This is an optimization exercise on Yosys and OpenROAD, whose aim is small area, a short achievable clock period and few clock cycles per item, not a production implementation. Function was checked by simulation only, so behaviour that the tests miss may differ from the original.

`config.mk`:
```
export PLATFORM = sky130hd
export DESIGN_NAME = dmr_fec
export DESIGN_NICKNAME = dmr_fec
export VERILOG_FILES = /design/flow/design.v
export SDC_FILE = /design/flow/constraint.sdc
export NUM_CORES = 8
export LEC_CHECK = 0
export CAP_MARGIN = 20
export CORE_MARGIN = 2
export CORE_UTILIZATION = 25
export PLACE_DENSITY = 0.45
export SLEW_MARGIN = 20
```
`constraint.sdc`:
```
create_clock -name core_clock -period 50.0 [get_ports {clk}]
set_input_delay 10.0000 -clock core_clock [delete_from_list [all_inputs] [get_ports {clk}]]
set_output_delay 10.0000 -clock core_clock [all_outputs]
set_load 0.01 [all_outputs]
```
`design.v`:
```
module dmr_fec (
    input  wire         clk,
    input  wire         rst,         
    input  wire         start,
    input  wire [1:0]   op,
    input  wire [195:0] din,
    output wire         ready,
    output reg          done,
    output reg  [195:0] dout,
    output reg          corr,
    output reg          fail,
    output reg  [7:0]   ncorr
);
    localparam OP_BPTC_ENC = 2'd0;
    localparam OP_BPTC_DEC = 2'd1;
    localparam OP_EMB_ENC  = 2'd2;
    localparam OP_EMB_DEC  = 2'd3;
    localparam S_IDLE = 2'd0;
    localparam S_ROW  = 2'd1;
    localparam S_COL  = 2'd2;
    localparam S_FIN  = 2'd3;
    function [3:0] h15_par;
        input [10:0] d;
        begin
            h15_par[0] = d[0] ^ d[1] ^ d[2] ^ d[3] ^ d[5] ^ d[7] ^ d[8];
            h15_par[1] = d[1] ^ d[2] ^ d[3] ^ d[4] ^ d[6] ^ d[8] ^ d[9];
            h15_par[2] = d[2] ^ d[3] ^ d[4] ^ d[5] ^ d[7] ^ d[9] ^ d[10];
            h15_par[3] = d[0] ^ d[1] ^ d[2] ^ d[4] ^ d[6] ^ d[7] ^ d[10];
        end
    endfunction
    function [3:0] h13_par;
        input [8:0] d;
        begin
            h13_par[0] = d[0] ^ d[1] ^ d[3] ^ d[5] ^ d[6];
            h13_par[1] = d[0] ^ d[1] ^ d[2] ^ d[4] ^ d[6] ^ d[7];
            h13_par[2] = d[0] ^ d[1] ^ d[2] ^ d[3] ^ d[5] ^ d[7] ^ d[8];
            h13_par[3] = d[0] ^ d[2] ^ d[4] ^ d[5] ^ d[8];
        end
    endfunction
    function [4:0] h16_par;
        input [10:0] d;
        begin
            h16_par[3:0] = h15_par(d);
            h16_par[4]   = d[0] ^ d[2] ^ d[5] ^ d[6] ^ d[8] ^ d[9] ^ d[10];
        end
    endfunction
    function [3:0] t15;
        input [3:0] s;
        begin
            case (s)
                4'h1: t15 = 4'd11; 4'h2: t15 = 4'd12; 4'h3: t15 = 4'd8;
                4'h4: t15 = 4'd13; 4'h5: t15 = 4'd5;  4'h6: t15 = 4'd9;
                4'h7: t15 = 4'd3;  4'h8: t15 = 4'd14; 4'h9: t15 = 4'd0;
                4'hA: t15 = 4'd6;  4'hB: t15 = 4'd1;  4'hC: t15 = 4'd10;
                4'hD: t15 = 4'd7;  4'hE: t15 = 4'd4;  4'hF: t15 = 4'd2;
                default: t15 = 4'd15;
            endcase
        end
    endfunction
    function [3:0] t13;
        input [3:0] s;
        begin
            case (s)
                4'h1: t13 = 4'd9;  4'h2: t13 = 4'd10; 4'h3: t13 = 4'd6;
                4'h4: t13 = 4'd11; 4'h5: t13 = 4'd3;  4'h6: t13 = 4'd7;
                4'h7: t13 = 4'd1;  4'h8: t13 = 4'd12; 4'hA: t13 = 4'd4;
                4'hC: t13 = 4'd8;  4'hD: t13 = 4'd5;  4'hE: t13 = 4'd2;
                4'hF: t13 = 4'd0;
                default: t13 = 4'd15;    
            endcase
        end
    endfunction
    function [4:0] t16;
        input [4:0] s;
        begin
            case (s)
                5'h01: t16 = 5'd11; 5'h02: t16 = 5'd12; 5'h04: t16 = 5'd13;
                5'h07: t16 = 5'd3;  5'h08: t16 = 5'd14; 5'h0B: t16 = 5'd1;
                5'h0D: t16 = 5'd7;  5'h0E: t16 = 5'd4;  5'h10: t16 = 5'd15;
                5'h13: t16 = 5'd8;  5'h15: t16 = 5'd5;  5'h16: t16 = 5'd9;
                5'h19: t16 = 5'd0;  5'h1A: t16 = 5'd6;  5'h1C: t16 = 5'd10;
                5'h1F: t16 = 5'd2;
                default: t16 = 5'd31;
            endcase
        end
    endfunction
    function [195:0] deinterleave;
        input [195:0] x;
        integer a;
        begin
            for (a = 0; a < 196; a = a + 1)
                deinterleave[a] = x[(a * 181) % 196];
        end
    endfunction
    function [195:0] interleave;
        input [195:0] d;
        integer a;
        begin
            for (a = 0; a < 196; a = a + 1)
                interleave[(a * 181) % 196] = d[a];
        end
    endfunction
    function integer infopos;
        input integer i;
        begin
            if (i < 8) infopos = 4 + i;
            else       infopos = 1 + 15 * ((i - 8) / 11 + 1) + (i - 8) % 11;
        end
    endfunction
    function [195:0] bptc_encode;
        input [95:0] info;
        reg [195:0] d;
        reg [10:0]  rd;
        reg [8:0]   cd;
        reg [3:0]   p;
        integer i, r, c, a;
        begin
            d = 196'd0;
            for (i = 0; i < 96; i = i + 1)
                d[infopos(i)] = info[i];
            for (r = 0; r < 9; r = r + 1) begin
                for (c = 0; c < 11; c = c + 1) rd[c] = d[1 + 15 * r + c];
                p = h15_par(rd);
                for (c = 0; c < 4; c = c + 1) d[1 + 15 * r + 11 + c] = p[c];
            end
            for (c = 0; c < 15; c = c + 1) begin
                for (a = 0; a < 9; a = a + 1) cd[a] = d[1 + c + 15 * a];
                p = h13_par(cd);
                for (a = 0; a < 4; a = a + 1) d[1 + c + 15 * (9 + a)] = p[a];
            end
            bptc_encode = interleave(d);
        end
    endfunction
    function [3:0] row_syn;
        input [195:0] d;
        input integer r;
        reg [10:0] rd;
        reg [3:0]  rp;
        integer c;
        begin
            for (c = 0; c < 11; c = c + 1) rd[c] = d[1 + 15 * r + c];
            for (c = 0; c < 4; c = c + 1)  rp[c] = d[1 + 15 * r + 11 + c];
            row_syn = h15_par(rd) ^ rp;
        end
    endfunction
    function [3:0] col_syn;
        input [195:0] d;
        input integer c;
        reg [8:0] cd;
        reg [3:0] cp;
        integer a;
        begin
            for (a = 0; a < 9; a = a + 1) cd[a] = d[1 + c + 15 * a];
            for (a = 0; a < 4; a = a + 1) cp[a] = d[1 + c + 15 * (9 + a)];
            col_syn = h13_par(cd) ^ cp;
        end
    endfunction
    function [7:0] popcount196;
        input [195:0] v;
        integer a;
        begin
            popcount196 = 8'd0;
            for (a = 0; a < 196; a = a + 1)
                popcount196 = popcount196 + {7'd0, v[a]};
        end
    endfunction
    function integer embinfo;
        input integer i;
        begin
            if (i < 22) embinfo = 16 * (i / 11) + i % 11;
            else        embinfo = 16 * ((i - 22) / 10 + 2) + (i - 22) % 10;
        end
    endfunction
    function [4:0] cs5;
        input [71:0] l;
        reg [11:0] sum;
        reg [7:0]  b;
        integer k, j;
        begin
            sum = 12'd0;
            for (k = 0; k < 9; k = k + 1) begin
                for (j = 0; j < 8; j = j + 1) b[7 - j] = l[8 * k + j];
                sum = sum + {4'd0, b};
            end
            cs5 = sum % 31;
        end
    endfunction
    function [127:0] emb_encode;
        input [71:0] l;
        reg [127:0] m;
        reg [10:0]  rd;
        reg [4:0]   p;
        reg [4:0]   cs;
        integer i, r, c, k;
        begin
            m = 128'd0;
            for (i = 0; i < 72; i = i + 1) m[embinfo(i)] = l[i];
            cs = cs5(l);
            for (i = 0; i < 5; i = i + 1) m[42 + 16 * i] = cs[4 - i];
            for (r = 0; r < 7; r = r + 1) begin
                for (c = 0; c < 11; c = c + 1) rd[c] = m[16 * r + c];
                p = h16_par(rd);
                for (c = 0; c < 5; c = c + 1) m[16 * r + 11 + c] = p[c];
            end
            for (c = 0; c < 16; c = c + 1) begin
                m[112 + c] = 1'b0;
                for (r = 0; r < 7; r = r + 1) m[112 + c] = m[112 + c] ^ m[16 * r + c];
            end
            for (k = 0; k < 128; k = k + 1)
                emb_encode[k] = m[(k % 8) * 16 + k / 8];
        end
    endfunction
    function [76:0] emb_decode;
        input [127:0] e;
        reg [127:0] m;
        reg [10:0]  rd;
        reg [4:0]   rp;
        reg [4:0]   s;
        reg [4:0]   pos;
        reg [15:0]  bad;
        reg [4:0]   nbad;
        reg [3:0]   badc;
        reg [3:0]   n;
        reg         fixed;
        reg         bad_fail;
        reg [71:0]  l;
        reg [4:0]   cs;
        integer r, c, k, i;
        begin
            for (k = 0; k < 128; k = k + 1)
                m[(k % 8) * 16 + k / 8] = e[k];
            n = 4'd0;
            fixed = 1'b0;
            bad_fail = 1'b0;
            for (r = 0; r < 7; r = r + 1) begin
                for (c = 0; c < 11; c = c + 1) rd[c] = m[16 * r + c];
                for (c = 0; c < 5; c = c + 1)  rp[c] = m[16 * r + 11 + c];
                s = h16_par(rd) ^ rp;
                pos = t16(s);
                if (s != 5'd0) begin
                    if (pos == 5'd31) begin
                        bad_fail = 1'b1;
                    end else begin
                        m[16 * r + pos] = ~m[16 * r + pos];
                        fixed = 1'b1;
                        n = n + 4'd1;
                    end
                end
            end
            nbad = 5'd0;
            badc = 4'd0;
            for (c = 0; c < 16; c = c + 1) begin
                bad[c] = 1'b0;
                for (r = 0; r < 8; r = r + 1) bad[c] = bad[c] ^ m[16 * r + c];
                if (bad[c]) begin
                    nbad = nbad + 5'd1;
                    badc = c;
                end
            end
            if (nbad != 5'd0) begin
                if (nbad == 5'd1 && !fixed) begin
                    m[112 + badc] = ~m[112 + badc];
                    n = n + 4'd1;
                end else begin
                    bad_fail = 1'b1;
                end
            end
            for (i = 0; i < 72; i = i + 1) l[i] = m[embinfo(i)];
            for (i = 0; i < 5; i = i + 1) cs[4 - i] = m[42 + 16 * i];
            if (cs != cs5(l)) bad_fail = 1'b1;
            if (bad_fail) emb_decode = {1'b1, 4'd0, 72'd0};
            else          emb_decode = {1'b0, n, l};
        end
    endfunction
    reg [1:0]   state;
    reg [2:0]   pass;
    reg         row_changed;
    reg [195:0] mat;         
    reg [195:0] mat0;        
    reg [195:0] mat_rows;
    reg         rows_hit;
    always @* begin : row_fix
        reg [3:0] s;
        reg [3:0] pos;
        integer r;
        mat_rows = mat;
        rows_hit = 1'b0;
        for (r = 0; r < 9; r = r + 1) begin
            s = row_syn(mat, r);
            pos = t15(s);
            if (s != 4'd0) begin
                mat_rows[1 + 15 * r + pos] = ~mat[1 + 15 * r + pos];
                rows_hit = 1'b1;
            end
        end
    end
    reg [195:0] mat_cols;
    reg         cols_hit;
    always @* begin : col_fix
        reg [3:0] s;
        reg [3:0] pos;
        integer c;
        mat_cols = mat;
        cols_hit = 1'b0;
        for (c = 0; c < 15; c = c + 1) begin
            s = col_syn(mat, c);
            pos = t13(s);
            if (pos != 4'd15) begin
                mat_cols[1 + c + 15 * pos] = ~mat[1 + c + 15 * pos];
                cols_hit = 1'b1;
            end
        end
    end
    reg consistent;
    always @* begin : check
        integer r, c;
        consistent = 1'b1;
        for (r = 0; r < 9; r = r + 1)
            if (row_syn(mat, r) != 4'd0) consistent = 1'b0;
        for (c = 0; c < 15; c = c + 1)
            if (col_syn(mat, c) != 4'd0) consistent = 1'b0;
    end
    reg [95:0] mat_info;
    always @* begin : extract
        integer i;
        for (i = 0; i < 96; i = i + 1)
            mat_info[i] = mat[infopos(i)];
    end
    wire [7:0] mat_ndiff = popcount196(mat ^ mat0);
    wire [127:0] emb_enc_out = emb_encode(din[71:0]);
    wire [76:0]  emb_dec_out = emb_decode(din[127:0]);
    wire [195:0] bptc_enc_out = bptc_encode(din[95:0]);
    assign ready = (state == S_IDLE);
    always @(posedge clk) begin
        if (rst) begin
            state <= S_IDLE;
            done  <= 1'b0;
            dout  <= 196'd0;
            corr  <= 1'b0;
            fail  <= 1'b0;
            ncorr <= 8'd0;
            pass  <= 3'd0;
            row_changed <= 1'b0;
        end else begin
            done <= 1'b0;
            case (state)
                S_IDLE: begin
                    if (start) begin
                        case (op)
                            OP_BPTC_ENC: begin
                                dout  <= bptc_enc_out;
                                corr  <= 1'b0;
                                fail  <= 1'b0;
                                ncorr <= 8'd0;
                                done  <= 1'b1;
                            end
                            OP_EMB_ENC: begin
                                dout  <= {68'd0, emb_enc_out};
                                corr  <= 1'b0;
                                fail  <= 1'b0;
                                ncorr <= 8'd0;
                                done  <= 1'b1;
                            end
                            OP_EMB_DEC: begin
                                dout  <= {124'd0, emb_dec_out[71:0]};
                                fail  <= emb_dec_out[76];
                                corr  <= (emb_dec_out[75:72] != 4'd0);
                                ncorr <= {4'd0, emb_dec_out[75:72]};
                                done  <= 1'b1;
                            end
                            default: begin   
                                mat   <= deinterleave(din);
                                mat0  <= deinterleave(din);
                                pass  <= 3'd1;
                                state <= S_ROW;
                            end
                        endcase
                    end
                end
                S_ROW: begin
                    mat <= mat_rows;
                    row_changed <= rows_hit;
                    state <= S_COL;
                end
                S_COL: begin
                    mat <= mat_cols;
                    if (!(row_changed || cols_hit) || pass == 3'd5) begin
                        state <= S_FIN;
                    end else begin
                        pass  <= pass + 3'd1;
                        state <= S_ROW;
                    end
                end
                S_FIN: begin
                    if (consistent) begin
                        dout  <= {100'd0, mat_info};
                        fail  <= 1'b0;
                        corr  <= (mat_ndiff != 8'd0);
                        ncorr <= mat_ndiff;
                    end else begin
                        dout  <= 196'd0;
                        fail  <= 1'b1;
                        corr  <= 1'b0;
                        ncorr <= 8'd0;
                    end
                    done  <= 1'b1;
                    state <= S_IDLE;
                end
            endcase
        end
    end
endmodule
```
`run.sh`:
```
#!/bin/bash
# synth_recipe.tcl (not shown) runs the flow's synth.tcl, then flattens the netlist and writes it again
# the make line also repeats each setting of config.mk as NAME=value (left out here)
make -C /OpenROAD-flow-scripts/flow DESIGN_CONFIG=/design/flow/config.mk WORK_HOME=/design/flow/orfs CLKGATE_MAP_FILE= SYNTH_SCRIPT=/design/flow/synth_recipe.tcl finish
```
==> notes.md <==
-- synth_stat cells (all sizes together), types with 34 or more instances --
cell type,count,share of area
o21ai,2782,0.11
or3,67,0.0034
ha,556,0.057
or2,45,0.0023
nand2,1854,0.057
a221oi,68,0.0051
a21o,72,0.0044
and3,103,0.0053
nor3,319,0.013
a221o,37,0.0030
nor2b,96,0.0049
and2,127,0.0065
a22oi,779,0.048
a32oi,49,0.0037
o31ai,40,0.0025
a222oi,57,0.0047
edfxtp,392,0.097
dfxtp,210,0.035
nand2b,77,0.0040
inv,702,0.022
mux2i,277,0.023
xor2,499,0.036
o22ai,604,0.031
nand4,65,0.0034
a31oi,166,0.0087
o21a,34,0.0022
clkbuf,1243,0.038
o211ai,81,0.0051
nor2,1851,0.057
xnor2,1164,0.085
a211oi,97,0.0064
nand3,376,0.016
fa,335,0.055
mux2,93,0.0086
buf,153,0.0064
nor4,72,0.0045
a21oi,1917,0.079
-- registers in the layout (all words and copies together), names as in the netlist, 2 cells and up --
register	flops
ncorr	8
mat	196
mat0	196
state	2
pass	3
dout	193
-- metal layers --
layer	global-route usage	vias up	wire [µm]
li1	-	64700	-
met1	0.511	78000	407000
met2	0.574	12000	420000
met3	0.115	2756	121000
met4	0.318	42	100000
met5	0	-	328
-- cell type report --
type	count	area (µm²)
sequential	602	16000
multi-input combinational	15200	98400
tap	6450	8070
clock inverter	40	314
fill	54400	346000
antenna	89	223
inverter	715	2680
clock buffer	99	2130
timing repair buffer	1479	12100
-- worst reg2reg max path: cells and delay by family, from the launching register on --
family	cells	cell delay, ps
AO/OA/AOI/OAI	35	7800
XOR/XNOR	3	1410
adder cells (fa/ha/maj)	4	1870
buffers and inverters	2	270
flip-flops	1	950
AND/OR/NAND/NOR	5	2230
-- per-stage QoR --
step                instances  setup slack (ps)  cell area, µm²
finish                  24700              2170          140000
global route            24600             -16.6          140000
CTS                     24600              1040          139000
detailed placement      24400               581          137000
global placement        24400               532          137000
floorplan               17900              3520          122000
-- how the worst max path moves through the flow --
stage / slack (ps) / endpoint / cells after the start
finish: 2170 / dout[5] / 170
detailed placement: 580 / dout[26] / 169
CTS: 1040 / dout[5] / 171
global route: -20 / dout[54] / 172
floorplan: 3520 / dout[58] / 168
global placement: 530 / dout[58] / 174
-- logic make-up (layout without fill, tap and decap cells) --
kind of cell,Yosys count,in the layout,synth area share
AOI/OAI and AO/OA,7086,7086,0.342
buffers and inverters,2111,2333,0.0667
muxes,392,392,0.0356
xor gates and xnor gates,1701,1701,0.129
other,1,92,0.0000308
adders and majority gates,894,894,0.112
DFF,602,602,0.131
and+or+nand+nor,5134,5134,0.183
-- timing repair --
| item | CTS | global route |
|---|---|---|
| setup buffers | 0 | 17 |
| endpoints found under the setup margin | 0 | 78 |
| gates resized for setup | 0 | 69 |
==> metrics.yaml <==
outcome:
  status: "complete, no violations"
synth:
  ys_seq_elements: 602
  postSynth.asyncResetShare: 0
  ys.flop_type: "edfxtp_1"
  ys_types: 143
  synth_warnings: 1
  yosysSeqAreaShare: 0.131
  syn-instance-count: 17900
  synth_edf_count: 392
  synth.avg_cell_area_um2: 6.79
  synthesis.area_um2: 122000
setup_path:
  crit_family: "compound AO/OA/AOI/OAI gates"
  worst_setup_path_end_kind: "flop"
  crit_buf_inv: 30
  cp-start-kind: "primary input"
  r2r-start: "mat[107]"
  crit_path_start: "din[16]"
  cpMaxStageDelayCell: "clkdlybuf4s50_1"
  worst_ep_required_time_ps: 50610
  rr_worst_depth: 49
  r2r_slack_ps: 35110
  worstPathArrival_ps: 48440
  critPathMaxStageDelay_ps: 600
  path_class: "in -> reg"
  crit_fanout: 35
  cp_common_cell: "buf_4"
  r2r-end: "mat[86]"
timing:
  finalCritPeriodShare: 0.957
  worst_pin_slew_ps: 1370
  setup_violations: 0
  hold_viol: 0
  fin_tns_setup_ps: 0
  holdWs_ps: 487
  slew_violations: 0
  skew_ps: 55.6
  min_period_ps: 47830
  maxClockFrequency_mhz: 20.9
  maxSlewHeadroom: 0.0673
place:
  hpwl_um: 849000
  routabilityCongestion: 1.09
  port_buffers: 405
clock_tree:
  clk_latency_ps: 730
  htreeDepth: 3
  clock-sinks: 602
  cts_tree: "yes"
  cts_hold_buf: 0
  clk_pin_slew_ps: 70
  cts_buffers: 77
  root_buffer: "clkbuf_16"
  clock_path_buffers: 3
drt:
  drtAntennaViolNets: 0
  dr_total_vias: 158000
  wl_um: 1050000
  first_pass_iters: 10
  drc: 0
  drtIter0Drc: 27600
  routed_via_density: 6.38
  wire_per_inst_um: 42.5
global_routing:
  grt_use_total: 0.405
  grt.overflow.total: 0
  grt_pass1_vias: 141000
  antenna_found_initial: 148
  grt_max_degree: 162
  grt_pass1_wl_um: 1360000
die:
  num_rows: 256
  io_pins: 409
  dieArea_um2: 493000
  die_x_um: 702
  core_um2: 486000
  initial_core_util: 0.251
  dieHeight_um: 702
layout:
  final_common_cell: "o21ai_0"
  postLayoutCoreUtil: 0.288
  finalNetCount: 19200
  final_cell_mix: "o21ai_0, a21oi_1, nand2_1"
  drive_gt1_frac: 0.0898
  syn2layout_area_growth_pct: 14.9
worst_hold_path:
  worstHoldPathCells: 2
  min_from: "dout[103]"
  holdCritPathClass: "reg -> reg"
  whs_endpoint: "dout[103]"
job:
  drv_cap: 0
Testbench counts, summed over its fixed seeds: cycles 15,935, items 4,800.

separate check: timing with driven ports:
No port has a modelled driver above. Below, the same layout with a new extraction and two added sets of constraints.
Step 1 sets driving cells, clkbuf_16 on the clock port and buf_2 on the other inputs (assumed; they add their load-dependent delay and slew).
Step 2 also shifts input and output timing later by t, the mid clock arrival at the registers, as if the neighbouring blocks saw the same clock.
a / b / c = ideal ports / drivers / drivers and shift; a / b = the first two.
t (ns): 0.792
setup slack, ns: 2.170 / 2.240 / 1.448
worst hold slack (ns): 0.487 / 0.487 / 0.487
worst setup path at the end: input to register
After both steps this run still meets setup and hold. For this run, drivers alone change the setup slack by +0.070 ns; drivers and shift together by -0.722 ns.
